Source: an optimization exercise on an open RTL-to-GDS flow (aim: small area, a short achievable clock period and few clock cycles). Production flows keep margins and buffers that such runs may drop.
RTL that was checked went through simulation tests only; none was proved equivalent to the original.
Function not checked in runs 2 to 4: the RTL went through the layout flow alone.
The clock port is modelled as an ideal driver; clocking choices that lean on that would not hold on a real chip.
Power figures rest on the tool's default switching activity, not on a simulated workload.

$ cat flow/standard.sh
#!/bin/bash
# synth_recipe.tcl (not shown) runs the flow's synth.tcl, then flattens the netlist and writes it again
# the make line also repeats each setting of config.mk as NAME=value (left out here)
make -C /OpenROAD-flow-scripts/flow DESIGN_CONFIG=/design/flow/config.mk WORK_HOME=/design/flow/orfs CLKGATE_MAP_FILE= SYNTH_SCRIPT=/design/flow/synth_recipe.tcl "${@:-finish}"
$ cat flow/constraint.sdc
create_clock -name core_clock -period 10.0 [get_ports {clk}]
set_input_delay 2.0000 -clock core_clock [delete_from_list [all_inputs] [get_ports {clk}]]
set_output_delay 2.0000 -clock core_clock [all_outputs]
set_load 0.01 [all_outputs]
$ cat flow/config.mk
export PLATFORM = sky130hd
export DESIGN_NAME = cc1_codec
export DESIGN_NICKNAME = cc1_codec
export VERILOG_FILES = /design/flow/design.v
export SDC_FILE = /design/flow/constraint.sdc
export NUM_CORES = 4
export LEC_CHECK = 0
export CAP_MARGIN = 20
export CORE_MARGIN = 2
export CORE_UTILIZATION = 40
export PLACE_DENSITY = 0.6
export SLEW_MARGIN = 20
export TNS_END_PERCENT = 3
$ cat flow/flow/run.sh
#!/bin/bash
# ORFS layout via the standard.sh, in stages:
#  - port buffers from sky130_fd_sc_hd__buf_1 instead of the default cell;
#  - synthesis, floorplan and placement with the default setup margin;
set -euo pipefail
export BUFFER_PORTS_ARGS="-buffer_cell sky130_fd_sc_hd__buf_1"
bash standard.sh synth > make_synth.log 2>&1
bash standard.sh floorplan > make_floorplan.log 2>&1
bash standard.sh place > make_place.log 2>&1
export SETUP_SLACK_MARGIN=$(cat flow/margin.txt)
bash standard.sh > make_finish.log 2>&1
$ cat flow/flow/margin.txt
6.5
$ cat flow/design.v
`timescale 1ns/1ps
module cc1_codec (
    input  wire        clk,
    input  wire        rst,           
    input  wire        cmd_valid,
    input  wire [31:0] cmd,
    output wire        ready,
    input  wire [7:0]  buf_we,
    input  wire [63:0] buf_wdata,
    input  wire [8:0]  arg_we,
    input  wire [71:0] arg_wdata,
    output wire [63:0] buf_q,
    output wire [71:0] arg_q,
    output wire [71:0] out_q,
    output wire [7:0]  res,
    output wire [7:0]  status
);
    localparam [7:0] TYPE_A = 8'h21, TYPE_P = 8'h3F, TYPE_R = 8'h2A;
    reg [7:0] buf_r [0:7];            
    reg [7:0] arg_r [0:8];
    reg [7:0] out0, out1, out2;       
    reg [5:0] out3;                   
    reg       out4, out5, out6;       
    reg [7:0] res_r;
    reg       ill_r;
    reg [7:0] a_hc1, a_hc2;
    reg [7:0] p_hc1, p_hc2;
    reg [6:0] p_rp1;                  
    reg [1:0] p_lc;
    reg [3:0] p_lt;
    reg [1:0] p_lf;
    reg [7:0] r_hc1, r_hc2;
    reg [5:0] r_rh1;                  
    reg [7:0] r_tp1, r_tr1;           
    reg [5:0] r_al;
    reg       r_s, r_w, r_sy;
    assign ready = 1'b1;
    genvar gi;
    generate
        for (gi = 0; gi < 8; gi = gi + 1) begin : g_bufq
            assign buf_q[8*gi +: 8] = buf_r[gi];
        end
        for (gi = 0; gi < 9; gi = gi + 1) begin : g_argq
            assign arg_q[8*gi +: 8] = arg_r[gi];
        end
    endgenerate
    assign out_q  = {8'd0, 8'd0, 7'd0, out6, 7'd0, out5, 7'd0, out4,
                     2'd0, out3, out2, out1, out0};
    assign res    = res_r;
    assign status = {7'd0, ill_r};
    wire [7:0] op     = cmd[7:0];
    wire [7:0] len    = cmd[15:8];
    wire       ck     = cmd[16];
    wire       nb     = cmd[17];
    wire       rsv_ok = (cmd[31:18] == 14'd0);
    wire [3:0] cls    = op[7:4];
    wire [1:0] v      = op[1:0];
    wire       var_ok = (op[3:2] == 2'd0) && (v != 2'd3);
    wire is_crc   = rsv_ok && (op == 8'h01);
    wire is_make  = rsv_ok && (cls == 4'h1) && var_ok;
    wire is_enc   = rsv_ok && (cls == 4'h2) && var_ok;
    wire is_dec   = rsv_ok && (cls == 4'h3) && var_ok;
    wire is_valid = rsv_ok && (cls == 4'h4) && var_ok;
    wire is_gethc = rsv_ok && (cls == 4'h5) && var_ok;
    wire is_getf  = rsv_ok && (cls == 4'h6) && (op[3:2] == 2'd0) && (v != 2'd0) && (v != 2'd3);
    wire is_legal = is_crc | is_make | is_enc | is_dec | is_valid | is_gethc | is_getf;
    wire len7_ok = !nb && (len >= 8'd7);
    wire len8_ok = !nb && (len >= 8'd8);
    wire vA = (v == 2'd0);
    wire vP = (v == 2'd1);
    wire vR = v[1];
    wire [6:0] mk_rp1 = (arg_r[2] > 8'd100) ? 7'd101 : arg_r[2][6:0] + 7'd1;
    wire [1:0] mk_lc  = arg_r[3][1:0];
    wire [3:0] mk_lt  = (arg_r[4] < 8'd1) ? 4'd1 : (arg_r[4] > 8'd15) ? 4'd15 : arg_r[4][3:0];
    wire [1:0] mk_lf  = (arg_r[5] < 8'd1) ? 2'd1 : (arg_r[5] > 8'd3)  ? 2'd3  : arg_r[5][1:0];
    wire [5:0] mk_rh1 = (arg_r[2] > 8'd50)  ? 6'd51  : arg_r[2][5:0] + 6'd1;
    wire [7:0] mk_tp1 = (arg_r[3] > 8'd199) ? 8'd200 : arg_r[3] + 8'd1;
    wire [7:0] mk_tr1 = (arg_r[4] > 8'd199) ? 8'd200 : arg_r[4] + 8'd1;
    wire [5:0] mk_al  = (arg_r[5] < 8'd1) ? 6'd1 : (arg_r[5] > 8'd62) ? 6'd62 : arg_r[5][5:0];
    wire       mk_s   = (arg_r[6] != 8'd0);
    wire       mk_w   = (arg_r[7] != 8'd0);
    wire       mk_sy  = (arg_r[8] != 8'd0);
    wire       mk_valid = (arg_r[0] != 8'hFF) && (arg_r[1] != 8'hFF);
    wire [7:0] pe3 = {1'b0, p_rp1};
    wire [7:0] pe4 = {p_lf, p_lt, p_lc};
    wire [7:0] re3 = {r_w, r_s, r_rh1};
    wire [7:0] re4 = r_tp1;
    wire [7:0] re5 = r_tr1;
    wire [7:0] re6 = {r_sy, r_al, 1'b0};
    reg [7:0] enc_p [0:6];
    always @(*) begin
        case (v)
            2'd0: begin
                enc_p[0] = TYPE_A; enc_p[1] = a_hc1; enc_p[2] = a_hc2;
                enc_p[3] = 8'h01;  enc_p[4] = 8'h01; enc_p[5] = 8'h01; enc_p[6] = 8'h01;
            end
            2'd1: begin
                enc_p[0] = TYPE_P; enc_p[1] = p_hc1; enc_p[2] = p_hc2;
                enc_p[3] = pe3;    enc_p[4] = pe4;   enc_p[5] = 8'h01; enc_p[6] = 8'h01;
            end
            default: begin
                enc_p[0] = TYPE_R; enc_p[1] = r_hc1; enc_p[2] = r_hc2;
                enc_p[3] = re3;    enc_p[4] = re4;   enc_p[5] = re5;   enc_p[6] = re6;
            end
        endcase
    end
    wire [6:0] crc_a, crc_p, crc_r;
    wire ca_t0 = a_hc1[7] ^ a_hc2[1];
    wire ca_t1 = a_hc1[3] ^ ca_t0;
    wire ca_t2 = a_hc2[0] ^ a_hc2[7];
    wire ca_t3 = a_hc2[3] ^ ca_t1;
    wire ca_t4 = a_hc2[2] ^ a_hc2[6];
    wire ca_t5 = a_hc1[7] ^ a_hc2[0];
    wire ca_t6 = a_hc1[6] ^ a_hc2[4];
    wire ca_t7 = a_hc1[4] ^ a_hc2[5];
    wire ca_t8 = a_hc1[2] ^ a_hc1[5];
    wire ca_t9 = a_hc1[0] ^ a_hc1[1];
    wire ca_t10 = ca_t7 ^ ca_t9;
    wire ca_u11 = a_hc1[3] ^ a_hc1[4];
    wire ca_u12 = ca_t4 ^ ca_t5;
    wire ca_u13 = ca_u11 ^ ca_u12;
    assign crc_a[0] = ca_u13;   
    wire ca_u14 = a_hc1[5] ^ ca_t2;
    wire ca_u15 = ca_t4 ^ ca_u14;
    wire ca_u16 = ca_t3 ^ ca_u15;
    assign crc_a[1] = ca_u16;   
    wire ca_u17 = a_hc1[0] ^ a_hc2[6];
    wire ca_u18 = ca_t2 ^ ca_t6;
    wire ca_u19 = ca_u17 ^ ca_u18;
    wire ca_u20 = ca_t3 ^ ca_u19;
    assign crc_a[2] = ca_u20;   
    wire ca_u21 = a_hc2[2] ^ a_hc2[4];
    wire ca_u22 = ca_t0 ^ ca_t2;
    wire ca_u23 = ca_u21 ^ ca_t10;
    wire ca_u24 = ca_u22 ^ ca_u23;
    assign crc_a[3] = ca_u24;   
    wire ca_u25 = ca_t8 ^ ca_t10;
    wire ca_u26 = ca_t3 ^ ca_u25;
    assign crc_a[4] = ~ca_u26;   
    wire ca_u27 = a_hc1[1] ^ ca_t5;
    wire ca_u28 = ca_t6 ^ ca_t8;
    wire ca_u29 = ca_u27 ^ ca_u28;
    assign crc_a[5] = ca_u29;   
    wire ca_u30 = a_hc1[2] ^ a_hc1[6];
    wire ca_u31 = a_hc2[5] ^ ca_u30;
    wire ca_u32 = ca_t1 ^ ca_u31;
    assign crc_a[6] = ~ca_u32;   
    wire cp_t0 = p_hc1[7] ^ pe4[7];
    wire cp_t1 = pe3[0] ^ pe3[1];
    wire cp_t2 = p_hc2[1] ^ pe3[2];
    wire cp_t3 = p_hc1[3] ^ pe4[2];
    wire cp_t4 = cp_t0 ^ p_hc2[0];
    wire cp_t5 = cp_t3 ^ pe4[3];
    wire cp_t6 = cp_t2 ^ pe3[7];
    wire cp_t7 = cp_t1 ^ p_hc2[4];
    wire cp_t8 = cp_t4 ^ p_hc2[7];
    wire cp_t9 = pe4[4] ^ pe4[6];
    wire cp_t10 = pe4[1] ^ pe4[5];
    wire cp_t11 = pe3[5] ^ pe4[0];
    wire cp_t12 = p_hc2[6] ^ pe3[6];
    wire cp_t13 = p_hc2[5] ^ pe3[4];
    wire cp_t14 = p_hc2[2] ^ pe3[3];
    wire cp_t15 = p_hc1[6] ^ p_hc1[7];
    wire cp_t16 = p_hc1[5] ^ p_hc2[3];
    wire cp_t17 = p_hc1[1] ^ p_hc1[4];
    wire cp_t18 = cp_t9 ^ p_hc1[0];
    wire cp_t19 = cp_t15 ^ p_hc1[2];
    wire cp_t20 = cp_t6 ^ cp_t7;
    wire cp_t21 = cp_t13 ^ cp_t5;
    wire cp_t22 = cp_t20 ^ cp_t8;
    wire cp_u23 = p_hc1[4] ^ p_hc2[6];
    wire cp_u24 = pe3[2] ^ pe4[4];
    wire cp_u25 = cp_t11 ^ cp_t14;
    wire cp_u26 = cp_u23 ^ cp_u24;
    wire cp_u27 = cp_t4 ^ cp_t5;
    wire cp_u28 = cp_u25 ^ cp_u26;
    wire cp_u29 = cp_u27 ^ cp_u28;
    assign crc_p[0] = ~cp_u29;   
    wire cp_u30 = p_hc2[2] ^ pe3[0];
    wire cp_u31 = pe3[4] ^ pe3[5];
    wire cp_u32 = cp_t10 ^ cp_t12;
    wire cp_u33 = cp_t16 ^ cp_t2;
    wire cp_u34 = cp_t3 ^ cp_u30;
    wire cp_u35 = cp_u31 ^ cp_u32;
    wire cp_u36 = cp_u33 ^ cp_u34;
    wire cp_u37 = cp_t8 ^ cp_u35;
    wire cp_u38 = cp_u36 ^ cp_u37;
    assign crc_p[1] = ~cp_u38;   
    wire cp_u39 = p_hc1[3] ^ p_hc1[6];
    wire cp_u40 = p_hc2[3] ^ cp_t12;
    wire cp_u41 = cp_u39 ^ cp_t18;
    wire cp_u42 = cp_u40 ^ cp_u41;
    wire cp_u43 = cp_t22 ^ cp_u42;
    assign crc_p[2] = cp_u43;   
    wire cp_u44 = p_hc1[0] ^ p_hc2[5];
    wire cp_u45 = pe4[5] ^ cp_t14;
    wire cp_u46 = cp_t17 ^ cp_u44;
    wire cp_u47 = cp_u45 ^ cp_u46;
    wire cp_u48 = cp_u47 ^ cp_t22;
    assign crc_p[3] = cp_u48;   
    wire cp_u49 = p_hc1[2] ^ p_hc2[1];
    wire cp_u50 = cp_t0 ^ cp_t1;
    wire cp_u51 = cp_t11 ^ cp_t16;
    wire cp_u52 = cp_t17 ^ cp_u49;
    wire cp_u53 = cp_t18 ^ cp_u50;
    wire cp_u54 = cp_u51 ^ cp_u52;
    wire cp_u55 = cp_t21 ^ cp_u53;
    wire cp_u56 = cp_u54 ^ cp_u55;
    assign crc_p[4] = ~cp_u56;   
    wire cp_u57 = p_hc1[1] ^ p_hc1[5];
    wire cp_u58 = p_hc2[0] ^ pe3[3];
    wire cp_u59 = pe3[6] ^ pe4[0];
    wire cp_u60 = pe4[2] ^ cp_t10;
    wire cp_u61 = cp_u57 ^ cp_u58;
    wire cp_u62 = cp_u59 ^ cp_t19;
    wire cp_u63 = cp_t7 ^ cp_u60;
    wire cp_u64 = cp_u61 ^ cp_u62;
    wire cp_u65 = cp_u63 ^ cp_u64;
    assign crc_p[5] = cp_u65;   
    wire cp_u66 = pe3[1] ^ pe4[1];
    wire cp_u67 = pe4[6] ^ cp_u66;
    wire cp_u68 = cp_t19 ^ cp_t6;
    wire cp_u69 = cp_u67 ^ cp_t21;
    wire cp_u70 = cp_u68 ^ cp_u69;
    assign crc_p[6] = ~cp_u70;   
    wire cr_t0 = r_hc1[7] ^ re6[5];
    wire cr_t1 = re6[1] ^ re6[2];
    wire cr_t2 = re6[0] ^ re6[4];
    wire cr_t3 = re5[3] ^ re5[6];
    wire cr_t4 = re4[7] ^ re5[5];
    wire cr_t5 = re4[2] ^ re5[2];
    wire cr_t6 = re3[0] ^ re3[1];
    wire cr_t7 = r_hc2[1] ^ re3[2];
    wire cr_t8 = cr_t0 ^ r_hc1[3];
    wire cr_t9 = r_hc2[0] ^ re6[6];
    wire cr_t10 = cr_t7 ^ re3[7];
    wire cr_t11 = cr_t6 ^ re5[0];
    wire cr_t12 = cr_t5 ^ re6[3];
    wire cr_t13 = cr_t4 ^ re4[4];
    wire cr_t14 = cr_t3 ^ re5[1];
    wire cr_t15 = cr_t2 ^ re4[0];
    wire cr_t16 = cr_t1 ^ re4[5];
    wire cr_t17 = cr_t8 ^ re5[4];
    wire cr_t18 = re4[3] ^ re5[7];
    wire cr_t19 = re3[6] ^ re4[1];
    wire cr_t20 = re3[5] ^ re6[7];
    wire cr_t21 = re3[4] ^ re4[6];
    wire cr_t22 = r_hc2[6] ^ r_hc2[7];
    wire cr_t23 = r_hc2[4] ^ re3[3];
    wire cr_t24 = r_hc1[7] ^ r_hc2[0];
    wire cr_t25 = r_hc1[5] ^ r_hc2[3];
    wire cr_t26 = r_hc1[4] ^ r_hc2[5];
    wire cr_t27 = r_hc1[2] ^ r_hc1[6];
    wire cr_t28 = r_hc1[0] ^ r_hc1[1];
    wire cr_t29 = cr_t9 ^ r_hc2[2];
    wire cr_t30 = cr_t26 ^ cr_t28;
    wire cr_t31 = cr_t20 ^ cr_t25;
    wire cr_t32 = cr_t19 ^ cr_t24;
    wire cr_t33 = cr_t16 ^ cr_t32;
    wire cr_t34 = cr_t14 ^ cr_t27;
    wire cr_t35 = cr_t13 ^ cr_t15;
    wire cr_t36 = cr_t12 ^ cr_t18;
    wire cr_t37 = cr_t17 ^ cr_t36;
    wire cr_u38 = r_hc1[4] ^ r_hc2[6];
    wire cr_u39 = re3[2] ^ re3[3];
    wire cr_u40 = re3[5] ^ re5[3];
    wire cr_u41 = re6[2] ^ cr_u38;
    wire cr_u42 = cr_u39 ^ cr_u40;
    wire cr_u43 = cr_t29 ^ cr_u41;
    wire cr_u44 = cr_u42 ^ cr_t35;
    wire cr_u45 = cr_u43 ^ cr_t37;
    wire cr_u46 = cr_u44 ^ cr_u45;
    assign crc_r[0] = ~cr_u46;   
    wire cr_u47 = r_hc1[3] ^ r_hc2[2];
    wire cr_u48 = re3[0] ^ re3[4];
    wire cr_u49 = re4[7] ^ re5[6];
    wire cr_u50 = re5[7] ^ re6[0];
    wire cr_u51 = cr_t22 ^ cr_t5;
    wire cr_u52 = cr_t7 ^ cr_u47;
    wire cr_u53 = cr_u48 ^ cr_u49;
    wire cr_u54 = cr_u50 ^ cr_t31;
    wire cr_u55 = cr_u51 ^ cr_u52;
    wire cr_u56 = cr_u53 ^ cr_t33;
    wire cr_u57 = cr_u54 ^ cr_u55;
    wire cr_u58 = cr_u56 ^ cr_u57;
    assign crc_r[1] = cr_u58;   
    wire cr_u59 = r_hc1[0] ^ r_hc1[6];
    wire cr_u60 = r_hc2[3] ^ r_hc2[4];
    wire cr_u61 = re3[6] ^ re4[6];
    wire cr_u62 = re5[2] ^ re6[1];
    wire cr_u63 = cr_t2 ^ cr_t22;
    wire cr_u64 = cr_t9 ^ cr_u59;
    wire cr_u65 = cr_u60 ^ cr_u61;
    wire cr_u66 = cr_u62 ^ cr_t10;
    wire cr_u67 = cr_t11 ^ cr_t13;
    wire cr_u68 = cr_u63 ^ cr_u64;
    wire cr_u69 = cr_u65 ^ cr_t17;
    wire cr_u70 = cr_u66 ^ cr_u67;
    wire cr_u71 = cr_u68 ^ cr_u69;
    wire cr_u72 = cr_u70 ^ cr_u71;
    assign crc_r[2] = ~cr_u72;   
    wire cr_u73 = r_hc2[7] ^ re6[7];
    wire cr_u74 = cr_t0 ^ cr_t23;
    wire cr_u75 = cr_t4 ^ cr_t6;
    wire cr_u76 = cr_u73 ^ cr_t10;
    wire cr_u77 = cr_t14 ^ cr_t16;
    wire cr_u78 = cr_t29 ^ cr_t30;
    wire cr_u79 = cr_u74 ^ cr_u75;
    wire cr_u80 = cr_u76 ^ cr_u77;
    wire cr_u81 = cr_u78 ^ cr_u79;
    wire cr_u82 = cr_u80 ^ cr_u81;
    assign crc_r[3] = ~cr_u82;   
    wire cr_u83 = r_hc1[2] ^ r_hc2[1];
    wire cr_u84 = re4[2] ^ re4[3];
    wire cr_u85 = cr_t21 ^ cr_t3;
    wire cr_u86 = cr_u83 ^ cr_u84;
    wire cr_u87 = cr_t11 ^ cr_t30;
    wire cr_u88 = cr_t31 ^ cr_t8;
    wire cr_u89 = cr_u85 ^ cr_u86;
    wire cr_u90 = cr_t35 ^ cr_u87;
    wire cr_u91 = cr_u88 ^ cr_u89;
    wire cr_u92 = cr_u90 ^ cr_u91;
    assign crc_r[4] = cr_u92;   
    wire cr_u93 = r_hc1[1] ^ r_hc1[5];
    wire cr_u94 = re5[5] ^ cr_t23;
    wire cr_u95 = cr_u93 ^ cr_t11;
    wire cr_u96 = cr_t12 ^ cr_t15;
    wire cr_u97 = cr_u94 ^ cr_t33;
    wire cr_u98 = cr_t34 ^ cr_u95;
    wire cr_u99 = cr_u96 ^ cr_u97;
    wire cr_u100 = cr_u98 ^ cr_u99;
    assign crc_r[5] = cr_u100;   
    wire cr_u101 = r_hc2[5] ^ re3[1];
    wire cr_u102 = re4[1] ^ re6[4];
    wire cr_u103 = cr_t1 ^ cr_t21;
    wire cr_u104 = cr_u101 ^ cr_u102;
    wire cr_u105 = cr_t10 ^ cr_u103;
    wire cr_u106 = cr_u104 ^ cr_t34;
    wire cr_u107 = cr_u105 ^ cr_t37;
    wire cr_u108 = cr_u106 ^ cr_u107;
    assign crc_r[6] = cr_u108;   
    wire [7:0] crcv_a = (crc_a == 7'd0) ? 8'h80 : {1'b0, crc_a};
    wire [7:0] crcv_p = (crc_p == 7'd0) ? 8'h80 : {1'b0, crc_p};
    wire [7:0] crcv_r = (crc_r == 7'd0) ? 8'h80 : {1'b0, crc_r};
    wire [7:0] enc_crc = vA ? crcv_a : vP ? crcv_p : crcv_r;
    wire [7:0] cb0 = buf_r[0], cb1 = buf_r[1], cb2 = buf_r[2], cb3 = buf_r[3];
    wire [7:0] cb4 = buf_r[4], cb5 = buf_r[5], cb6 = buf_r[6];
    wire [6:0] crc_b;
    wire cb_t0 = cb0[6] ^ cb1[7];
    wire cb_t1 = cb0[2] ^ cb1[3];
    wire cb_t2 = cb_t0 ^ cb_t1;
    wire cb_t3 = cb6[4] ^ cb6[5];
    wire cb_t4 = cb6[1] ^ cb6[2];
    wire cb_t5 = cb5[5] ^ cb6[0];
    wire cb_t6 = cb5[3] ^ cb5[6];
    wire cb_t7 = cb4[2] ^ cb5[2];
    wire cb_t8 = cb3[2] ^ cb4[7];
    wire cb_t9 = cb3[0] ^ cb3[1];
    wire cb_t10 = cb2[0] ^ cb_t8;
    wire cb_t11 = cb_t2 ^ cb_t3;
    wire cb_t12 = cb2[1] ^ cb6[7];
    wire cb_t13 = cb0[5] ^ cb1[6];
    wire cb_t14 = cb0[4] ^ cb1[5];
    wire cb_t15 = cb0[3] ^ cb1[4];
    wire cb_t16 = cb0[1] ^ cb1[2];
    wire cb_t17 = cb0[0] ^ cb1[1];
    wire cb_t18 = cb_t6 ^ cb_t9;
    wire cb_t19 = cb_t4 ^ cb_t7;
    wire cb_t20 = cb5[0] ^ cb_t5;
    wire cb_t21 = cb_t17 ^ cb_t18;
    wire cb_t22 = cb6[6] ^ cb_t10;
    wire cb_t23 = cb4[1] ^ cb_t19;
    wire cb_t24 = cb5[4] ^ cb_t11;
    wire cb_t25 = cb5[7] ^ cb6[3];
    wire cb_t26 = cb4[5] ^ cb5[1];
    wire cb_t27 = cb4[4] ^ cb4[6];
    wire cb_t28 = cb4[0] ^ cb4[3];
    wire cb_t29 = cb3[4] ^ cb3[5];
    wire cb_t30 = cb2[7] ^ cb3[7];
    wire cb_t31 = cb2[6] ^ cb3[6];
    wire cb_t32 = cb2[4] ^ cb3[3];
    wire cb_t33 = cb1[0] ^ cb2[5];
    wire cb_t34 = cb_t26 ^ cb_t32;
    wire cb_t35 = cb_t15 ^ cb_t33;
    wire cb_t36 = cb_t14 ^ cb_t29;
    wire cb_t37 = cb_t13 ^ cb_t16;
    wire cb_t38 = cb2[3] ^ cb_t31;
    wire cb_t39 = cb2[2] ^ cb_t12;
    wire cb_t40 = cb_t20 ^ cb_t27;
    wire cb_t41 = cb_t0 ^ cb_t34;
    wire cb_t42 = cb_t23 ^ cb_t37;
    wire cb_t43 = cb_t22 ^ cb_t30;
    wire cb_t44 = cb_t21 ^ cb_t41;
    wire cb_t45 = cb_t24 ^ cb_t25;
    wire cb_u46 = cb2[2] ^ cb2[6];
    wire cb_u47 = cb3[3] ^ cb3[5];
    wire cb_u48 = cb4[4] ^ cb5[3];
    wire cb_u49 = cb6[2] ^ cb_t15;
    wire cb_u50 = cb_t28 ^ cb_t5;
    wire cb_u51 = cb_t7 ^ cb_u46;
    wire cb_u52 = cb_u47 ^ cb_u48;
    wire cb_u53 = cb_u49 ^ cb_u50;
    wire cb_u54 = cb_u51 ^ cb_u52;
    wire cb_u55 = cb_t22 ^ cb_u53;
    wire cb_u56 = cb_u54 ^ cb_u55;
    wire cb_u57 = cb_t45 ^ cb_u56;
    assign crc_b[0] = cb_u57;   
    wire cb_u58 = cb2[7] ^ cb3[0];
    wire cb_u59 = cb4[5] ^ cb5[6];
    wire cb_u60 = cb5[7] ^ cb6[0];
    wire cb_u61 = cb_u58 ^ cb_u59;
    wire cb_u62 = cb_u60 ^ cb_t10;
    wire cb_u63 = cb_t2 ^ cb_t36;
    wire cb_u64 = cb_t38 ^ cb_t39;
    wire cb_u65 = cb_u61 ^ cb_t23;
    wire cb_u66 = cb_u62 ^ cb_u63;
    wire cb_u67 = cb_u64 ^ cb_u65;
    wire cb_u68 = cb_u66 ^ cb_u67;
    assign crc_b[1] = cb_u68;   
    wire cb_u69 = cb1[0] ^ cb2[1];
    wire cb_u70 = cb2[4] ^ cb5[2];
    wire cb_u71 = cb6[1] ^ cb_t13;
    wire cb_u72 = cb_t9 ^ cb_u69;
    wire cb_u73 = cb_u70 ^ cb_t38;
    wire cb_u74 = cb_u71 ^ cb_u72;
    wire cb_u75 = cb_t40 ^ cb_u73;
    wire cb_u76 = cb_u74 ^ cb_t24;
    wire cb_u77 = cb_t43 ^ cb_u75;
    wire cb_u78 = cb_u76 ^ cb_u77;
    assign crc_b[2] = cb_u78;   
    wire cb_u79 = cb5[5] ^ cb6[5];
    wire cb_u80 = cb_t4 ^ cb_u79;
    wire cb_u81 = cb_t35 ^ cb_t39;
    wire cb_u82 = cb_u80 ^ cb_u81;
    wire cb_u83 = cb_t43 ^ cb_t44;
    wire cb_u84 = cb_u82 ^ cb_u83;
    assign crc_b[3] = cb_u84;   
    wire cb_u85 = cb2[3] ^ cb4[2];
    wire cb_u86 = cb4[7] ^ cb_t12;
    wire cb_u87 = cb_t16 ^ cb_t28;
    wire cb_u88 = cb_u85 ^ cb_t35;
    wire cb_u89 = cb_t36 ^ cb_u86;
    wire cb_u90 = cb_u87 ^ cb_t11;
    wire cb_u91 = cb_t21 ^ cb_t40;
    wire cb_u92 = cb_u88 ^ cb_u89;
    wire cb_u93 = cb_u90 ^ cb_u91;
    wire cb_u94 = cb_u92 ^ cb_u93;
    assign crc_b[4] = cb_u94;   
    wire cb_u95 = cb2[0] ^ cb3[6];
    wire cb_u96 = cb4[0] ^ cb6[3];
    wire cb_u97 = cb6[4] ^ cb_t14;
    wire cb_u98 = cb_u95 ^ cb_u96;
    wire cb_u99 = cb_t20 ^ cb_u97;
    wire cb_u100 = cb_u98 ^ cb_u99;
    wire cb_u101 = cb_t42 ^ cb_t44;
    wire cb_u102 = cb_u100 ^ cb_u101;
    assign crc_b[5] = cb_u102;   
    wire cb_u103 = cb2[1] ^ cb2[5];
    wire cb_u104 = cb3[1] ^ cb3[2];
    wire cb_u105 = cb3[4] ^ cb3[7];
    wire cb_u106 = cb4[3] ^ cb4[6];
    wire cb_u107 = cb5[1] ^ cb_t6;
    wire cb_u108 = cb_u103 ^ cb_u104;
    wire cb_u109 = cb_u105 ^ cb_u106;
    wire cb_u110 = cb_u107 ^ cb_u108;
    wire cb_u111 = cb_u109 ^ cb_u110;
    wire cb_u112 = cb_t42 ^ cb_u111;
    wire cb_u113 = cb_t45 ^ cb_u112;
    assign crc_b[6] = cb_u113;   
    wire [7:0] buf_crc = (crc_b == 7'd0) ? 8'h80 : {1'b0, crc_b};
    wire       b7_form = buf_r[7][7] ? (buf_r[7][6:0] == 7'd0) : (buf_r[7][6:0] != 7'd0);
    wire       crc_ok  = b7_form && ((crc_b ^ buf_r[7][6:0]) == 7'd0);
    wire [5:0] dr_rhs = buf_r[3][5:0];
    wire [5:0] dr_al  = buf_r[6][6:1];
    wire chk_a = (buf_r[0] == TYPE_A) && (buf_r[3] == 8'h01);
    wire chk_p = (buf_r[0] == TYPE_P)
              && (buf_r[3] != 8'h00) && (buf_r[3] <= 8'd101)
              && (buf_r[4][7:6] != 2'd0) && (buf_r[4][5:2] != 4'd0)
              && (buf_r[5] == 8'h01);
    wire chk_r = (buf_r[0] == TYPE_R)
              && (dr_rhs != 6'd0) && (dr_rhs <= 6'd51)
              && (buf_r[4] != 8'h00) && (buf_r[4] <= 8'd200)
              && (buf_r[5] != 8'h00) && (buf_r[5] <= 8'd200)
              && (dr_al != 6'd0) && (dr_al != 6'h3F);
    wire fr_a  = chk_a && crc_ok;
    wire fr_p  = chk_p && crc_ok;
    wire fr_r  = chk_r && crc_ok;
    wire fr_ok = vA ? fr_a : vP ? fr_p : fr_r;
    wire go       = cmd_valid;
    wire enc_ok   = go && is_enc && len7_ok && !(ck && !len8_ok);
    wire dec_go   = go && is_dec;
    wire dec_ok   = dec_go && len8_ok && fr_ok;
    wire make_go  = go && is_make;
    wire wr_p  = vP && (make_go || (dec_go && len8_ok && fr_p));
    wire wr_r  = vR && (make_go || (dec_go && len8_ok && fr_r));
    wire hc_a  = (make_go || dec_go) && vA;
    wire hc_p  = (make_go || dec_go) && vP;
    wire hc_r  = (make_go || dec_go) && vR;
    wire [7:0] hc1_n = make_go ? arg_r[0] : dec_ok ? buf_r[1] : 8'hFF;
    wire [7:0] hc2_n = make_go ? arg_r[1] : dec_ok ? buf_r[2] : 8'hFF;
    wire [7:0] sel_hc1 = vA ? a_hc1 : vP ? p_hc1 : r_hc1;
    wire [7:0] sel_hc2 = vA ? a_hc2 : vP ? p_hc2 : r_hc2;
    wire       val_a = (a_hc1 != 8'hFF) && (a_hc2 != 8'hFF);
    wire       val_p = (p_hc1 != 8'hFF) && (p_hc2 != 8'hFF);
    wire       val_r = (r_hc1 != 8'hFF) && (r_hc2 != 8'hFF);
    wire       sel_valid = vA ? val_a : vP ? val_p : val_r;
    reg [7:0] res_n;
    always @(*) begin
        res_n = 8'h00;
        if (is_crc)
            res_n = (len7_ok && buf_r[0] != 8'h00) ? buf_crc : 8'h00;
        else if (is_make)
            res_n = {7'd0, mk_valid};
        else if (is_enc)
            res_n = !enc_ok ? 8'h00 : ck ? 8'h08 : 8'h07;
        else if (is_dec)
            res_n = dec_ok ? 8'h08 : 8'h00;
        else if (is_valid)
            res_n = {7'd0, sel_valid};
        else if (is_gethc)
            res_n = 8'h02;
        else if (is_getf)
            res_n = vP ? 8'h04 : 8'h07;
    end
    integer i;
    always @(posedge clk) begin
        if (rst) begin
            res_r <= 8'h00;
            ill_r <= 1'b0;
            for (i = 0; i < 9; i = i + 1)
                arg_r[i] <= 8'h00;
            out0 <= 8'h00; out1 <= 8'h00; out2 <= 8'h00; out3 <= 6'd0;
            out4 <= 1'b0;  out5 <= 1'b0;  out6 <= 1'b0;
            a_hc1 <= 8'hFF; a_hc2 <= 8'hFF;
            p_hc1 <= 8'hFF; p_hc2 <= 8'hFF;
            p_rp1 <= 7'd1;  p_lc  <= 2'd0; p_lt <= 4'd1; p_lf <= 2'd1;
            r_hc1 <= 8'hFF; r_hc2 <= 8'hFF;
            r_rh1 <= 6'd1;  r_tp1 <= 8'd1; r_tr1 <= 8'd1; r_al <= 6'd1;
            r_s   <= 1'b0;  r_w   <= 1'b0; r_sy <= 1'b0;
        end else begin
            for (i = 0; i < 9; i = i + 1)
                if (arg_we[i]) arg_r[i] <= arg_wdata[8*i +: 8];
            if (go) begin
                res_r <= res_n;
                if (!is_legal) ill_r <= 1'b1;
            end
            if (hc_a) begin a_hc1 <= hc1_n; a_hc2 <= hc2_n; end
            if (hc_p) begin p_hc1 <= hc1_n; p_hc2 <= hc2_n; end
            if (hc_r) begin r_hc1 <= hc1_n; r_hc2 <= hc2_n; end
            if (wr_p) begin
                p_rp1 <= make_go ? mk_rp1 : buf_r[3][6:0];
                p_lc  <= make_go ? mk_lc  : buf_r[4][1:0];
                p_lt  <= make_go ? mk_lt  : buf_r[4][5:2];
                p_lf  <= make_go ? mk_lf  : buf_r[4][7:6];
            end
            if (wr_r) begin
                r_rh1 <= make_go ? mk_rh1 : dr_rhs;
                r_tp1 <= make_go ? mk_tp1 : buf_r[4];
                r_tr1 <= make_go ? mk_tr1 : buf_r[5];
                r_al  <= make_go ? mk_al  : dr_al;
                r_s   <= make_go ? mk_s   : buf_r[3][6];
                r_w   <= make_go ? mk_w   : buf_r[3][7];
                r_sy  <= make_go ? mk_sy  : buf_r[6][7];
            end
            if (go && is_gethc) begin
                out0 <= sel_hc1;
                out1 <= sel_hc2;
            end
            if (go && is_getf) begin
                if (vP) begin
                    out0 <= {1'b0, p_rp1 - 7'd1};
                    out1 <= {6'd0, p_lc};
                    out2 <= {4'd0, p_lt};
                    out3 <= {4'd0, p_lf};
                end else begin
                    out0 <= {2'd0, r_rh1 - 6'd1};
                    out1 <= r_tp1 - 8'd1;
                    out2 <= r_tr1 - 8'd1;
                    out3 <= r_al;
                    out4 <= r_s;
                    out5 <= r_w;
                    out6 <= r_sy;
                end
            end
        end
    end
    always @(posedge clk) begin
        if (!rst) begin
            for (i = 0; i < 7; i = i + 1)
                if (buf_we[i]) buf_r[i] <= buf_wdata[8*i +: 8];
                else if (enc_ok) buf_r[i] <= enc_p[i];
            if (buf_we[7]) buf_r[7] <= buf_wdata[63:56];
            else if (enc_ok && ck) buf_r[7] <= enc_crc;
        end
    end
endmodule
==> results.yml, run 1 <==
finish:
  stdcell_count: 2807
  utilization: 0.483
  fillCellCount: 4087
  synthToLayoutAreaGrowth_pct: 19.1
  drive_gt1_frac: 0.0710
  layout_commonest_cell: "buf_1"
  reg_top3: "arg_r x72, buf_r x64"
  layout_common_cells: "buf_1 (360), xnor2_1 (245), dfxtp_1 (208)"
  largest_register_ffs: 72
  nets: 2455
  regMostFlops: "arg_r"
  n_antenna_cell: 0
global_routing:
  grt_max_degree: 79
  antenna_found_initial: 0
  grt_overflow: 0
  grt_pass1_wl_um: 95300
  grt_pass1_vias: 14800
  grt_usage: 0.286
cts:
  cts_buffer_depth: 3
  tritoncts: "done"
  clkTransAtPathRegs_ns: 0.06
  cts_buffers: 31
  clock_latency_ns: 0.58
  cts_sinks: 272
  htree_num_levels: 1
  hold_buffers: 0
  cts-root-buf: "clkbuf_16"
critical_path:
  startpoint_type: "input pin"
  crit_path_start: "cmd[1]"
  cp-end-kind: "register"
  r2r_slack_ns: 6.14
  endpoint: "r_tp1[5]"
  arrival_ns: 4.39
  cp_max_fo: 11
  reg2reg_to: "r_tp1[5]"
  worstPathRequired_ns: 10.46
  path_class: "in2reg"
  r2r_start: "buf_r[3][4]"
  reg2regPathDepth: 12
detailed_routing:
  drc: 0
  viasPerCell: 5.61
  drt_wl_total_um: 65400
  vias: 15800
  drtAntennaViolNets: 0
  dr.pass1.iters: 6
  drt_iter0_drc: 1689
  wire_per_inst_um: 23.3
logic_synthesis:
  synth_cells: 1938
  synth_top_family_by_area: "XOR/XNOR gates"
  synthMuxAreaShare: 0.0825
  synth_xor_area_frac: 0.187
  synth_compound_area_frac: 0.134
  yosysUniqueCellTypes: 73
  synth.avg_cell_area_um2: 8.77
  seq_area_frac_synth: 0.358
  yosys.area_share.simple: 0.161
  yosys_register_bits: 272
  syn_area_um2: 17000
  ys.flop_type: "dfxtp_1"
  ys_warn_count: 4
  synth_edf_count: 64
  synthArstFlopShare: 0
  synthAdderAreaFrac: 0.0177
placed_design:
  place_congestion: 0.966
  io_buffers: 365
  dp.cells: 2725
  dp_hpwl_um: 49700
sta:
  setup_violations: 0
  tightest_slew_ns: 1.10
  period_share: 0.392
  hold_viol_final: 0
  setup_tns_ns: 0
  skew_ns: 0.00804
  drv_slew: 0
  relSlewSlack: 0.263
  fin_crit_ns: 3.92
  rsz0062_at_grt: "true"
  fmax_mhz: 255
floorplanning:
  ioPinCount: 413
  die_w_um: 210
  fp.dieH_um: 210
  rows: 75
  core_um2: 41900
  dieArea_um2: 44200
  initial_core_util: 0.405
hold_path:
  hold_class: "reg2reg"
flow_run:
  maxCapViolCount: 0
outcome:
  status: "timing/DRC/antenna clean"
power_and_ir_drop:
  vdd_drop_max_uv: 127
  p_leak_uw: 0.00757
  power-per-cell-area_nw_per_um2: 151
## final cells by class
class | count | area (um^2) | area share
multi-input combinational | 1501 | 10400 | 0.514
clock buffer | 42 | 868 | 0.0429
clock inverter | 16 | 200 | 0.00989
inverter | 35 | 131 | 0.00649
sequential | 272 | 6090 | 0.301
tap | 539 | 674 | 0.0333
timing repair buffer | 402 | 1870 | 0.0925
## where the power goes
group          leakage, uW  internal, uW  total, uW  switching, uW
Sequential         0.00228          1160       1220           60.7
Combinational      0.00478           266        631            365
Clock             0.000512           713       1200            486
## per-layer routing
layer	track usage	up-vias	wire length (um)	part of all wire
li1	-	7264	-	-
met1	0.401	7560	28000	0.43
met2	0.456	812	29200	0.45
met3	0.0440	118	5860	0.090
met4	0.0866	0	2230	0.034
met5	0	-	0	0
## cells in the mapped netlist (5+ instances only)
| cell | count | area share |
|---|---|---|
| a211oi_1 | 16 | 0.0071 |
| a21oi_1 | 128 | 0.038 |
| a22oi_1 | 19 | 0.0084 |
| a311oi_1 | 6 | 0.0031 |
| a31oi_1 | 6 | 0.0022 |
| and2_1 | 6 | 0.0022 |
| and3_1 | 15 | 0.0055 |
| buf_1 | 15 | 0.0033 |
| buf_2 | 5 | 0.0015 |
| buf_4 | 52 | 0.023 |
| clkbuf_1 | 104 | 0.023 |
| dfxtp_1 | 208 | 0.24 |
| edfxtp_1 | 64 | 0.11 |
| ha_1 | 24 | 0.018 |
| inv_1 | 35 | 0.0077 |
| mux2_1 | 27 | 0.018 |
| mux2_2 | 6 | 0.0040 |
| mux2i_1 | 103 | 0.061 |
| nand2_1 | 149 | 0.033 |
| nand2b_1 | 13 | 0.0048 |
| nand3_1 | 34 | 0.010 |
| nand4_1 | 22 | 0.0081 |
| nand4b_1 | 6 | 0.0031 |
| nor2_1 | 209 | 0.046 |
| nor2b_1 | 30 | 0.011 |
| nor3_1 | 39 | 0.011 |
| nor4_1 | 19 | 0.0070 |
| o211ai_1 | 8 | 0.0035 |
| o21ai_0 | 128 | 0.038 |
| o221ai_1 | 8 | 0.0041 |
| o311ai_0 | 6 | 0.0031 |
| o32ai_1 | 16 | 0.0082 |
| or3_1 | 21 | 0.0077 |
| or4_1 | 5 | 0.0022 |
| xnor2_1 | 246 | 0.13 |
| xnor3_1 | 20 | 0.026 |
| xor2_1 | 60 | 0.031 |
## repair_timing
action / CTS / global route
pin swaps: 12 / 7
resized for setup: 71 / 23
cloned: 6 / 1
setup endpoints to repair: 211 / 203
buffers inserted: 15 / 2
## worst max-delay path, cell delays in order
cell      delay (ns)
clkbuf_4        0.18
buf_12          0.17
nand2_2         0.10
nand2b_4        0.09
nor4_4          0.28
nand2_1         0.13
nor3_2          0.17
o211ai_2        0.14
buf_12          0.15
o41a_4          0.44
buf_12          0.19
mux2_1          0.32
## worst min path at each step
stage,start,endpoint,slack [ns],cells past startpoint
floorplan,out4,out4,0.44,2
global placement,res_r[7],res_r[7],0.44,2
detailed placement,out2[1],out2[1],0.45,2
CTS,out2[1],out2[1],0.46,2
global route,out2[1],out2[1],0.47,2
finish,out2[1],out2[1],0.45,2
## kinds of logic (layout without fill, tap and decap cells)
kind of cell,count (synthesis),count (layout)
buffers and inverters,212,495
flip-flops,272,272
AND/OR/NAND/NOR,586,587
other,2,47
multiplexers,136,136
AO/OA/AOI/OAI,377,378
XOR/XNOR,329,329
adder cells (fa/ha/maj),24,24
## through the flow
stage	hold slack (ns)	worst slack (ns)	area [um^2]	total power [uW]
4_1_cts	0.456	6.20	20100	3060
5_1_grt	0.468	5.98	20300	3160
3_3_place_gp	0.444	4.80	18500	1800
3_5_place_dp	0.446	4.76	18500	1820
2_1_floorplan	0.437	5.55	17200	1650
6_report	0.454	6.08	20300	3050
Testbench counts, summed over its fixed seeds: cycles 27,999.
==> run 2, diff against run 1 <==
--- a/flow/design.v
+++ b/flow/design.v
@@ -71,10 +71,12 @@
     wire vR = v[1];
-    wire [6:0] mk_rp1 = (arg_r[2] > 8'd100) ? 7'd101 : arg_r[2][6:0] + 7'd1;
+    wire [6:0] inc2   = arg_r[2][6:0] + 7'd1;        
+    wire       a5_zero = (arg_r[5] == 8'd0);
+    wire [6:0] mk_rp1 = (arg_r[2] > 8'd100) ? 7'd101 : inc2;
     wire [1:0] mk_lc  = arg_r[3][1:0];
     wire [3:0] mk_lt  = (arg_r[4] < 8'd1) ? 4'd1 : (arg_r[4] > 8'd15) ? 4'd15 : arg_r[4][3:0];
-    wire [1:0] mk_lf  = (arg_r[5] < 8'd1) ? 2'd1 : (arg_r[5] > 8'd3)  ? 2'd3  : arg_r[5][1:0];
-    wire [5:0] mk_rh1 = (arg_r[2] > 8'd50)  ? 6'd51  : arg_r[2][5:0] + 6'd1;
+    wire [1:0] mk_lf  = a5_zero ? 2'd1 : (arg_r[5] > 8'd3)  ? 2'd3  : arg_r[5][1:0];
+    wire [5:0] mk_rh1 = (arg_r[2] > 8'd50)  ? 6'd51  : inc2[5:0];
     wire [7:0] mk_tp1 = (arg_r[3] > 8'd199) ? 8'd200 : arg_r[3] + 8'd1;
     wire [7:0] mk_tr1 = (arg_r[4] > 8'd199) ? 8'd200 : arg_r[4] + 8'd1;
-    wire [5:0] mk_al  = (arg_r[5] < 8'd1) ? 6'd1 : (arg_r[5] > 8'd62) ? 6'd62 : arg_r[5][5:0];
+    wire [5:0] mk_al  = a5_zero ? 6'd1 : (arg_r[5] > 8'd62) ? 6'd62 : arg_r[5][5:0];
     wire       mk_s   = (arg_r[6] != 8'd0);
--- a/flow/config.mk
+++ b/flow/config.mk
@@ -12,2 +12,2 @@
 export SLEW_MARGIN = 20
-export TNS_END_PERCENT = 3
+export TNS_END_PERCENT = 0
==> results.yml, run 2 <==
sta:
  skew_ns: 0.0249
  tightest_slew_ns: 1.04
  hold_viol_final: 0
  setup_violations: 0
  layout_setup_ws_ns: 6.06
  setup_tns_ns: 0
  drv_slew: 0
  rsz0062_at_grt: "true"
  fmax_mhz: 254
  fin_crit_ns: 3.94
  relSlewSlack: 0.305
  period_share: 0.394
global_routing:
  grt_pass1_vias: 15500
  busiest_layer: "met2"
  grt_pass1_wl_um: 99800
  grt_use_met2: 0.467
  grt_max_degree: 77
  antenna_found_initial: 2
  grtUsageMet3: 0.0623
  grt_overflow: 0
  grt_usage: 0.300
  use_met1: 0.407
finish:
  layout_common_cells: "buf_1 (352), nor2_1 (210), xnor2_1 (209)"
  design_area_um2: 20800
  synthToLayoutAreaGrowth_pct: 20.5
  layout_commonest_cell: "buf_1"
  largest_register_ffs: 72
  reg_top3: "arg_r x72, buf_r x64"
  drive_gt1_frac: 0.0913
  nets: 2510
  regMostFlops: "arg_r"
logic_synthesis:
  synthAdderAreaFrac: 0.0174
  synthArstFlopShare: 0
  ys.flop_type: "dfxtp_1"
  synth.top_cell.area_share: 0.242
  ys_top_cells_by_area: "dfxtp_1 (24%), edfxtp_1 (11%), xnor2_1 (11%), mux2i_1 (5.3%), xnor3_1 (4.8%)"
  synth_edf_count: 64
  yosysUniqueCellTypes: 72
  synth.avg_cell_area_um2: 8.74
  synthMuxAreaShare: 0.0561
  synth_top_cell_by_area: "dfxtp_1"
  yosys_register_bits: 272
  seq_area_frac_synth: 0.353
  synth_xor_area_frac: 0.194
  synth_cells: 1972
  synth_top_family_by_area: "XOR/XNOR gates"
  ys_warn_count: 4
  yosys.area_share.simple: 0.169
  syn_area_um2: 17200
  synth_common_cells: "nor2_1 (219), xnor2_1 (212), dfxtp_1 (208), nand2_1 (160), o21ai_0 (138)"
  synth_most_common_cell: "nor2_1"
  synth_compound_area_frac: 0.145
hold_path:
  hold_depth: 2
  min_to: "out5"
  min_from: "out5"
  hold_class: "reg2reg"
critical_path:
  startpoint_type: "register"
  cp_max_fo: 7
  reg2regPathDepth: 10
  path_class: "reg2reg"
  cp-end-kind: "register"
  r2r_start: "buf_r[5][3]"
  r2r_slack_ns: 6.06
  worstPathRequired_ns: 10.45
  reg2reg_to: "r_s"
  arrival_ns: 4.39
power_and_ir_drop:
  p_leak_uw: 0.00789
  vdd_drop_max_uv: 143
  power-per-cell-area_nw_per_um2: 154
detailed_routing:
  vias: 16500
  drt_wl_total_um: 68900
  wire_per_inst_um: 24.0
  drt_iter0_drc: 1778
  drc: 0
  drtAntennaViolNets: 0
  viasPerCell: 5.75
  dr.pass1.iters: 5
placed_design:
  dp_hpwl_um: 50800
  place_congestion: 0.981
  io_buffers: 365
  place_area_um2: 18600
  pre_cts_ws_ns: 4.16
floorplanning:
  initial_core_util: 0.403
  dieArea_um2: 44800
  rows: 76
  fp.dieH_um: 212
  core_um2: 42800
  ioPinCount: 413
  die_w_um: 212
cts:
  clock_latency_ns: 0.56
  cts_buffers: 34
  hold_buffers: 0
  cts_buffer_depth: 3
  tritoncts: "done"
  clkTransAtPathRegs_ns: 0.06
  cts-root-buf: "clkbuf_16"
  cts_sinks: 272
  htree_num_levels: 2
flow_run:
  maxCapViolCount: 0
outcome:
  status: "timing/DRC/antenna clean"
[run 2: cell types whose count changed after synthesis, sizes merged, moves of 10 or more]
cell    previous run  this run
a31oi              6        16
clkbuf           104       114
mux2              33         5
mux2i            103        91
nand2            149       161
nand3             34        49
nor2             209       219
nor2b             30         7
o21ai            128       143
o22ai              2        17
o32ai             16         1
o41ai              1        14
xnor2            248       216
xnor3             20        38
[run 2: worst max path at each step]
stage | cells past startpoint | to | from
6_report | 10 | r_s | buf_r[5][3]
5_1_grt | 12 | p_rp1[1] | cmd[23]
2_1_floorplan | 7 | buf_r[7][0] | cmd[28]
4_1_cts | 12 | r_al[3] | cmd[3]
3_5_place_dp | 10 | r_tp1[0] | cmd[28]
3_3_place_gp | 10 | r_tp1[0] | cmd[28]
[run 2: per-stage QoR]
stage          cells  power (uW)   util  hold slack [ns]
5_1_grt         2869        3310  0.485            0.470
4_1_cts         2846        3170  0.476            0.459
2_1_floorplan   2017        1750      -            0.432
3_3_place_gp    2756        1940  0.436            0.439
6_report        2871        3200  0.485            0.452
3_5_place_dp    2756        1940  0.436            0.444
[run 2: area by class of cell]
cell class	count	area [um^2]
antenna	2	5.00
clock buffer	54	1010
clock inverter	7	61.3
fill	4159	22000
inverter	40	154
multi-input combinational	1519	10700
sequential	272	6090
tap	546	683
timing repair buffer	431	2070
[run 2: what timing repair did]
item,CTS,global route
buffers inserted,24,21
pin swaps,18,14
resized for setup,86,37
cloned,5,0
endpoints found under the setup margin,212,203
[run 2: report_power, final]
| part | switching (uW) | leakage, uW | internal (uW) |
|---|---|---|---|
| sequential | 63.7 | 0.00228 | 1160 |
| combinational | 469 | 0.00509 | 303 |
| clock | 504 | 0.000519 | 696 |
| total | 1040 | 0.00789 | 2160 |
[run 2: worst max-delay path, cell delays in order, from the launching register on]
cell and delay, ns:
edfxtp_1 0.60, xnor3_1 0.53, xnor2_2 0.27, xnor2_1 0.16
xnor3_1 0.54, and3_1 0.22, or4_4 0.56, a41oi_4 0.42
clkbuf_16 0.23, nor4_1 0.05, a31o_2 0.25
[run 2: cells by family (layout without fill, tap and decap cells)]
| family | after synthesis | in the layout |
|---|---|---|
| xor+xnor | 315 | 315 |
| fa+ha+maj | 24 | 24 |
| mux | 96 | 96 |
| flops | 272 | 272 |
| simple gates | 622 | 623 |
| buf+inv | 229 | 532 |
| other cells | 2 | 49 |
| compound gates | 412 | 414 |
[run 2: layer usage]
metal  vias up  share of wire
met3       135           0.10
li1       7482              -
met1      7947           0.42
met4         0          0.040
met5         -              0
met2       940           0.44
==> run 3, diff against run 2 <==
--- a/flow/design.v
+++ b/flow/design.v
@@ -495,4 +495,5 @@
     wire make_go  = go && is_make;
-    wire wr_p  = vP && (make_go || (dec_go && len8_ok && fr_p));
-    wire wr_r  = vR && (make_go || (dec_go && len8_ok && fr_r));
+    wire wr_a  = (make_go || dec_ok) && vA;
+    wire wr_p  = (make_go || dec_ok) && vP;
+    wire wr_r  = (make_go || dec_ok) && vR;
     wire hc_a  = (make_go || dec_go) && vA;
@@ -504,6 +505,3 @@
     wire [7:0] sel_hc2 = vA ? a_hc2 : vP ? p_hc2 : r_hc2;
-    wire       val_a = (a_hc1 != 8'hFF) && (a_hc2 != 8'hFF);
-    wire       val_p = (p_hc1 != 8'hFF) && (p_hc2 != 8'hFF);
-    wire       val_r = (r_hc1 != 8'hFF) && (r_hc2 != 8'hFF);
-    wire       sel_valid = vA ? val_a : vP ? val_p : val_r;
+    wire       sel_valid = (sel_hc1 != 8'hFF) && (sel_hc2 != 8'hFF);
     reg [7:0] res_n;
@@ -526,2 +524,3 @@
     end
+    wire [6:0] rpv1 = vP ? p_rp1 : {1'b0, r_rh1};
     integer i;
@@ -571,4 +570,4 @@
             if (go && is_getf) begin
+                out0 <= {1'b0, rpv1 - 7'd1};
                 if (vP) begin
-                    out0 <= {1'b0, p_rp1 - 7'd1};
                     out1 <= {6'd0, p_lc};
@@ -577,3 +576,2 @@
                 end else begin
-                    out0 <= {2'd0, r_rh1 - 6'd1};
                     out1 <= r_tp1 - 8'd1;
--- a/flow/flow/run.sh
+++ b/flow/flow/run.sh
@@ -4,2 +4,7 @@
 #  - synthesis, floorplan and placement with the default setup margin;
+#  - CTS and global routing with timing repair aiming for the setup margin in
+#    flow/margin.txt, followed by a power (area) recovery pass after CTS
+#    (flow/post_cts.tcl).
+# Each make invocation logs to its own file here; ORFS keeps per-step logs
+# under orfs/logs.
 set -euo pipefail
@@ -10,2 +15,3 @@
 export SETUP_SLACK_MARGIN=$(cat flow/margin.txt)
+export POST_CTS_TCL=$PWD/flow/post_cts.tcl
 bash standard.sh > make_finish.log 2>&1
==> flow/flow/post_cts.tcl (new file) <==
# Area recovery after CTS timing repair: downsize cells off the critical
# paths while keeping the setup margin that the repair aimed for.
estimate_parasitics -placement
repair_timing -recover_power 100 -setup_margin $::env(SETUP_SLACK_MARGIN) -verbose
detailed_placement
check_placement -verbose
report_design_area
--- a/flow/config.mk
+++ b/flow/config.mk
@@ -12,2 +12 @@
 export SLEW_MARGIN = 20
-export TNS_END_PERCENT = 0
==> results.yml, run 3 <==
logic_synthesis:
  synth_top_cell_by_area: "dfxtp_1"
  ys.flop_type: "dfxtp_1"
  ys_warn_count: 4
  synth.top_cell.area_share: 0.252
  synthArstFlopShare: 0
  synth_common_cells: "xnor2_1 (233), dfxtp_1 (208), nor2_1 (185), nand2_1 (167), a21oi_1 (109)"
  synth_cells: 1864
  seq_area_frac_synth: 0.368
  ys_top_cells_by_area: "dfxtp_1 (25%), xnor2_1 (12%), edfxtp_1 (12%), mux2i_1 (6.0%), nor2_1 (4.2%)"
  syn_area_um2: 16600
  synth_edf_count: 64
  yosysUniqueCellTypes: 69
  synth_most_common_cell: "xnor2_1"
  synth.avg_cell_area_um2: 8.88
  yosys_register_bits: 272
finish:
  layout_commonest_cell: "buf_1"
  layout_common_cells: "buf_1 (359), xnor2_1 (233), dfxtp_1 (208)"
  nets: 2408
  synthToLayoutAreaGrowth_pct: 25.7
  largest_register_ffs: 72
  reg_top3: "arg_r x72, buf_r x64"
  regMostFlops: "arg_r"
  drive_gt1_frac: 0.107
placed_design:
  io_buffers: 365
  place_congestion: 0.949
  dp_hpwl_um: 48800
critical_path:
  crit_path_top_delay_cell: "or4b_4"
  cp-end-kind: "register"
  max_stage_delay_ns: 0.56
  crit_chain: "buf_8, buf_4, and2_1, nor3b_2, nand3_2, nor4b_2, o221ai_1, or4b_4, o31ai_4, buf_12, buf_12, buf_6, a21oi_2, a311oi_1"
  arrival_ns: 5.18
  path_class: "in2reg"
  crit_top_cell: "buf_12"
  startpoint_type: "input pin"
  r2r_slack_ns: 5.39
  cp_max_fo: 36
  worstPathRequired_ns: 10.44
  cp_num_buf_inv: 5
  crit_family: "simple AND/OR/NAND/NOR gates"
detailed_routing:
  drtAntennaViolNets: 0
  dr.pass1.iters: 6
  wire_per_inst_um: 24.1
  drc: 0
  viasPerCell: 5.68
  vias: 15700
  drt_iter0_drc: 1638
  drt_wl_total_um: 66500
global_routing:
  grt_overflow: 0
  grt_pass1_wl_um: 94800
  grt_max_degree: 96
  grt_usage: 0.289
  antenna_found_initial: 0
  grt_pass1_vias: 14800
floorplanning:
  rows: 74
  fp.dieH_um: 207
  die_w_um: 207
  ioPinCount: 413
  initial_core_util: 0.405
  dieArea_um2: 43000
  core_um2: 40800
sta:
  skew_ns: 0.0206
  period_share: 0.474
  hold_viol_final: 0
  rsz0062_at_grt: "true"
  hold_slack_ns: 0.460
  tightest_slew_ns: 1.09
  relSlewSlack: 0.271
  fin_crit_ns: 4.74
  setup_violations: 0
  setup_tns_ns: 0
  drv_slew: 0
  fmax_mhz: 211
power_and_ir_drop:
  vdd_drop_max_uv: 124
  power-per-cell-area_nw_per_um2: 151
  p_leak_uw: 0.00742
cts:
  tritoncts: "done"
  clkTransAtPathRegs_ns: 0.06
  clock_latency_ns: 0.55
  cts_sinks: 272
flow_run:
  maxCapViolCount: 0
outcome:
  status: "timing/DRC/antenna clean"
hold_path:
  hold_class: "reg2reg"
[run 3: changes by cell type after synthesis, moves of 10 or more]
cell      change
a21oi_1      -20
a22oi_1      +16
a311oi_1     +11
nand4_1      -19
nor2_1       -34
nor3_1       -10
o21ai_0      -42
o22a_1       +49
o22ai_1      -15
or3_1        -17
xnor2_1      +21
xnor3_1      -13
[run 3: through the flow]
step | std cells | util | setup slack (ns) | power, uW | cell area (um^2)
5_1_grt | 2761 | 0.510 | 5.20 | 3260 | 20800
2_1_floorplan | 1909 | - | 5.05 | 1650 | 16700
6_report | 2762 | 0.510 | 5.26 | 3150 | 20800
3_5_place_dp | 2640 | 0.441 | 3.54 | 1820 | 18000
3_3_place_gp | 2640 | 0.441 | 3.71 | 1810 | 18000
[run 3: kinds of logic after synthesis]
logic type	share of synthesized area
DFF	0.368
AOI/OAI and AO/OA	0.151
muxes	0.0605
xor gates and xnor gates	0.191
and+or+nand+nor	0.156
other	0.000454
adders and majority gates	0.0129
buffers and inverters	0.0604
[run 3: cell type report]
cell class / instances / area, um^2
fillers: 3898 / 20000
multi-input cells: 1434 / 10600
flip-flops and latches: 272 / 6090
repair buffers: 427 / 2190
clock buffers: 44 / 982
well taps: 532 / 666
clock inverters: 18 / 198
inverters: 34 / 131
diodes: 1 / 2.50
[run 3: metal layers]
metal / track usage / up-vias / share of wire
met2: 0.459 / 899 / 0.45
met3: 0.0610 / 138 / 0.098
met4: 0.100 / 0 / 0.037
met1: 0.390 / 7492 / 0.41
li1: - / 7166 / -
met5: 0 / - / 0
[run 3: worst paths after layout]
check                   start  endpoint  cells after the start
hold / removal        out2[0]   out2[0]                      2
setup reg to reg  buf_r[6][2]  r_rh1[5]                     14
setup / recovery       cmd[1]  r_tr1[2]                     14
hold reg to reg       out2[0]   out2[0]                      2
[run 3: power breakdown]
| part | leakage, uW | switching, uW | internal (uW) |
|---|---|---|---|
| clock | 0.000576 | 519 | 778 |
| sequential | 0.00228 | 66.8 | 1160 |
| combinational | 0.00457 | 360 | 265 |
| total | 0.00742 | 946 | 2210 |
[run 3: worst reg2reg max path: cells and delay by family, from the launching register on]
kind	cells	cell delay [ns]
flops	1	0.62
fa+ha+maj	1	0.33
buf+inv	4	0.57
compound gates	3	1.24
simple gates	2	0.35
xor+xnor	4	1.38
==> run 4, diff against run 3 <==
--- a/flow/config.mk
+++ b/flow/config.mk
@@ -12 +12,2 @@
 export SLEW_MARGIN = 20
+export TNS_END_PERCENT = 0
==> results.yml, run 4 <==
flow_run:
  maxCapViolCount: 0
floorplanning:
  rows: 74
  dieArea_um2: 43000
  die_w_um: 207
  ioPinCount: 413
  core_um2: 40800
  fp.dieH_um: 207
  initial_core_util: 0.405
sta:
  setup_violations: 0
  fin_crit_ns: 4.71
  skew_ns: 0.0218
  setup_tns_ns: 0
  drv_slew: 0
  rsz0062_at_grt: "true"
  fmax_mhz: 212
  tightest_slew_ns: 1.07
  period_share: 0.471
  layout_setup_ws_ns: 5.29
  hold_viol_final: 0
  relSlewSlack: 0.283
  hold_slack_ns: 0.461
logic_synthesis:
  synth_most_common_cell: "xnor2_1"
  yosysUniqueCellTypes: 69
  syn_area_um2: 16600
  synth_edf_count: 64
  seq_area_frac_synth: 0.368
  yosys_register_bits: 272
  ys_top_cells_by_area: "dfxtp_1 (25%), xnor2_1 (12%), edfxtp_1 (12%), mux2i_1 (6.0%), nor2_1 (4.2%)"
  synth.top_cell.area_share: 0.252
  synth_top_cell_by_area: "dfxtp_1"
  ys.flop_type: "dfxtp_1"
  synth_common_cells: "xnor2_1 (233), dfxtp_1 (208), nor2_1 (185), nand2_1 (167), a21oi_1 (109)"
  synth_cells: 1864
  ys_warn_count: 4
  synth.avg_cell_area_um2: 8.88
  synthArstFlopShare: 0
cts:
  clkTransAtPathRegs_ns: 0.06
  clock_latency_ns: 0.55
  tritoncts: "done"
  cts_sinks: 272
detailed_routing:
  drc: 0
  drt_iter0_drc: 1513
  dr.pass1.iters: 5
  vias: 15200
  drt_wl_total_um: 63700
  drtAntennaViolNets: 0
  viasPerCell: 5.59
  wire_per_inst_um: 23.4
finish:
  synthToLayoutAreaGrowth_pct: 18.2
  drive_gt1_frac: 0.0563
  reg_top3: "arg_r x72, buf_r x64"
  layout_common_cells: "buf_1 (359), xnor2_1 (233), dfxtp_1 (208)"
  nets: 2362
  n_antenna_cell: 0
  layout_commonest_cell: "buf_1"
  regMostFlops: "arg_r"
  largest_register_ffs: 72
hold_path:
  min_from: "out2[0]"
  hold_depth: 2
  hold_class: "reg2reg"
  min_to: "out2[0]"
critical_path:
  r2r_start: "buf_r[3][1]"
  reg2reg_to: "r_rh1[0]"
  worstPathRequired_ns: 10.44
  path_class: "in2reg"
  reg2regPathDepth: 12
  r2r_slack_ns: 5.54
  arrival_ns: 5.15
  cp-end-kind: "register"
  startpoint_type: "input pin"
  cp_max_fo: 21
placed_design:
  dp_hpwl_um: 48800
  place_congestion: 0.949
  io_buffers: 365
  pre_cts_ws_ns: 3.54
global_routing:
  grt_pass1_vias: 14700
  grt_usage: 0.287
  grt_overflow: 0
  grt_pass1_wl_um: 94100
  antenna_found_initial: 0
  grt_max_degree: 96
power_and_ir_drop:
  power-per-cell-area_nw_per_um2: 160
  p_leak_uw: 0.00711
  vdd_drop_max_uv: 123
outcome:
  status: "timing/DRC/antenna clean"
run 4: cell counts after synthesis:
Identical to the previous run, type by type.
run 4: final cells by class:
class / count / area, um^2
inverters: 34 / 128
clock buffers: 44 / 982
repair buffers: 389 / 1680
fillers: 4032 / 21300
multi-input cells: 1426 / 9830
clock inverters: 18 / 198
well taps: 532 / 666
flip-flops and latches: 272 / 6090
run 4: power by group:
part | switching, uW | internal, uW
Clock | 518 | 778
Sequential | 65.4 | 1160
Combinational | 346 | 259
run 4: critical path: stages:
cell and delay [ns]:
buf_1 0.07, or4_4 0.54, nor4_4 0.37, nand3_2 0.16, nor4b_2 0.28, o221ai_1 0.16, or4b_4 0.59, o31ai_4 0.32
buf_12 0.20, nand2_8 0.12, o311ai_0 0.33
run 4: how the worst max path moves through the flow:
stage                 start        to  slack [ns]  depth (start not counted)
floorplan           cmd[19]  a_hc1[0]        5.05                         10
global placement     cmd[1]   p_lf[0]        3.71                         13
detailed placement   cmd[1]   p_lf[0]        3.54                         13
global route        cmd[23]  r_tr1[5]        5.16                         12
finish              cmd[23]  r_rh1[0]        5.29                         11
run 4: layer usage:
layer  share of wire  up-vias  track usage  routed length (um)
li1                -     7060            -                   -
met1            0.43     7227        0.390               27300
met2            0.45      791        0.459               28700
met3           0.091      103       0.0582                5770
met4           0.029        0       0.0899                1870
met5               0        -            0                   0
run 4: kinds of logic (layout without fill, tap and decap cells):
kind of cell / count (synthesis) / count (layout) / synth area share
AND/OR/NAND/NOR: 557 / 557 / 0.156
AO/OA/AOI/OAI: 382 / 383 / 0.151
XOR/XNOR: 322 / 322 / 0.191
flip-flops: 272 / 272 / 0.368
buffers and inverters: 212 / 485 / 0.0604
multiplexers: 100 / 100 / 0.0605
adder cells (fa/ha/maj): 17 / 17 / 0.0129
other: 2 / 47 / 0.000454
run 4: per-stage QoR:
step | power, uW | util | area, um^2 | cells
2_1_floorplan | 1650 | - | 16700 | 1909
3_3_place_gp | 1810 | 0.441 | 18000 | 2640
3_5_place_dp | 1820 | 0.441 | 18000 | 2640
5_1_grt | 3240 | 0.479 | 19600 | 2715
6_report | 3130 | 0.479 | 19600 | 2715

re-timing with driven ports:
No port has a modelled driver above. Below, the same layouts with a new extraction and two added sets of constraints.
Step 1 (the two cells are an assumption about what drives the block):
set clk [get_ports {clk}]
set_driving_cell -lib_cell sky130_fd_sc_hd__clkbuf_16 $clk
set_driving_cell -lib_cell sky130_fd_sc_hd__buf_2 [delete_from_list [all_inputs] $clk]
Step 2 moves the port delays by t, midway between the first and last clock arrival at a register: inputs arrive t later, outputs are due t later. That takes back most of the time a late clock gives input paths.
Three values: no drivers, after step 1, after step 2; two values: the first two.
run	t, ns	setup slack, ns	hold slack, ns	worst slew at a driven data input, ns
run 1	0.637	6.077 / 6.102 / 5.465	0.454 / 0.454 / 0.454	0.07
run 2	0.607	6.062 / 6.062 / 5.501	0.452 / 0.452 / 0.452	0.05
run 3	0.591	5.256 / 5.263 / 4.672	0.460 / 0.460 / 0.460	0.06
run 4	0.591	5.285 / 5.306 / 4.715	0.461 / 0.461 / 0.461	0.06
After both steps every run listed still meets setup and hold. For run 1, which loses most, drivers alone change the setup slack by +0.025 ns; drivers and shift together by -0.612 ns.
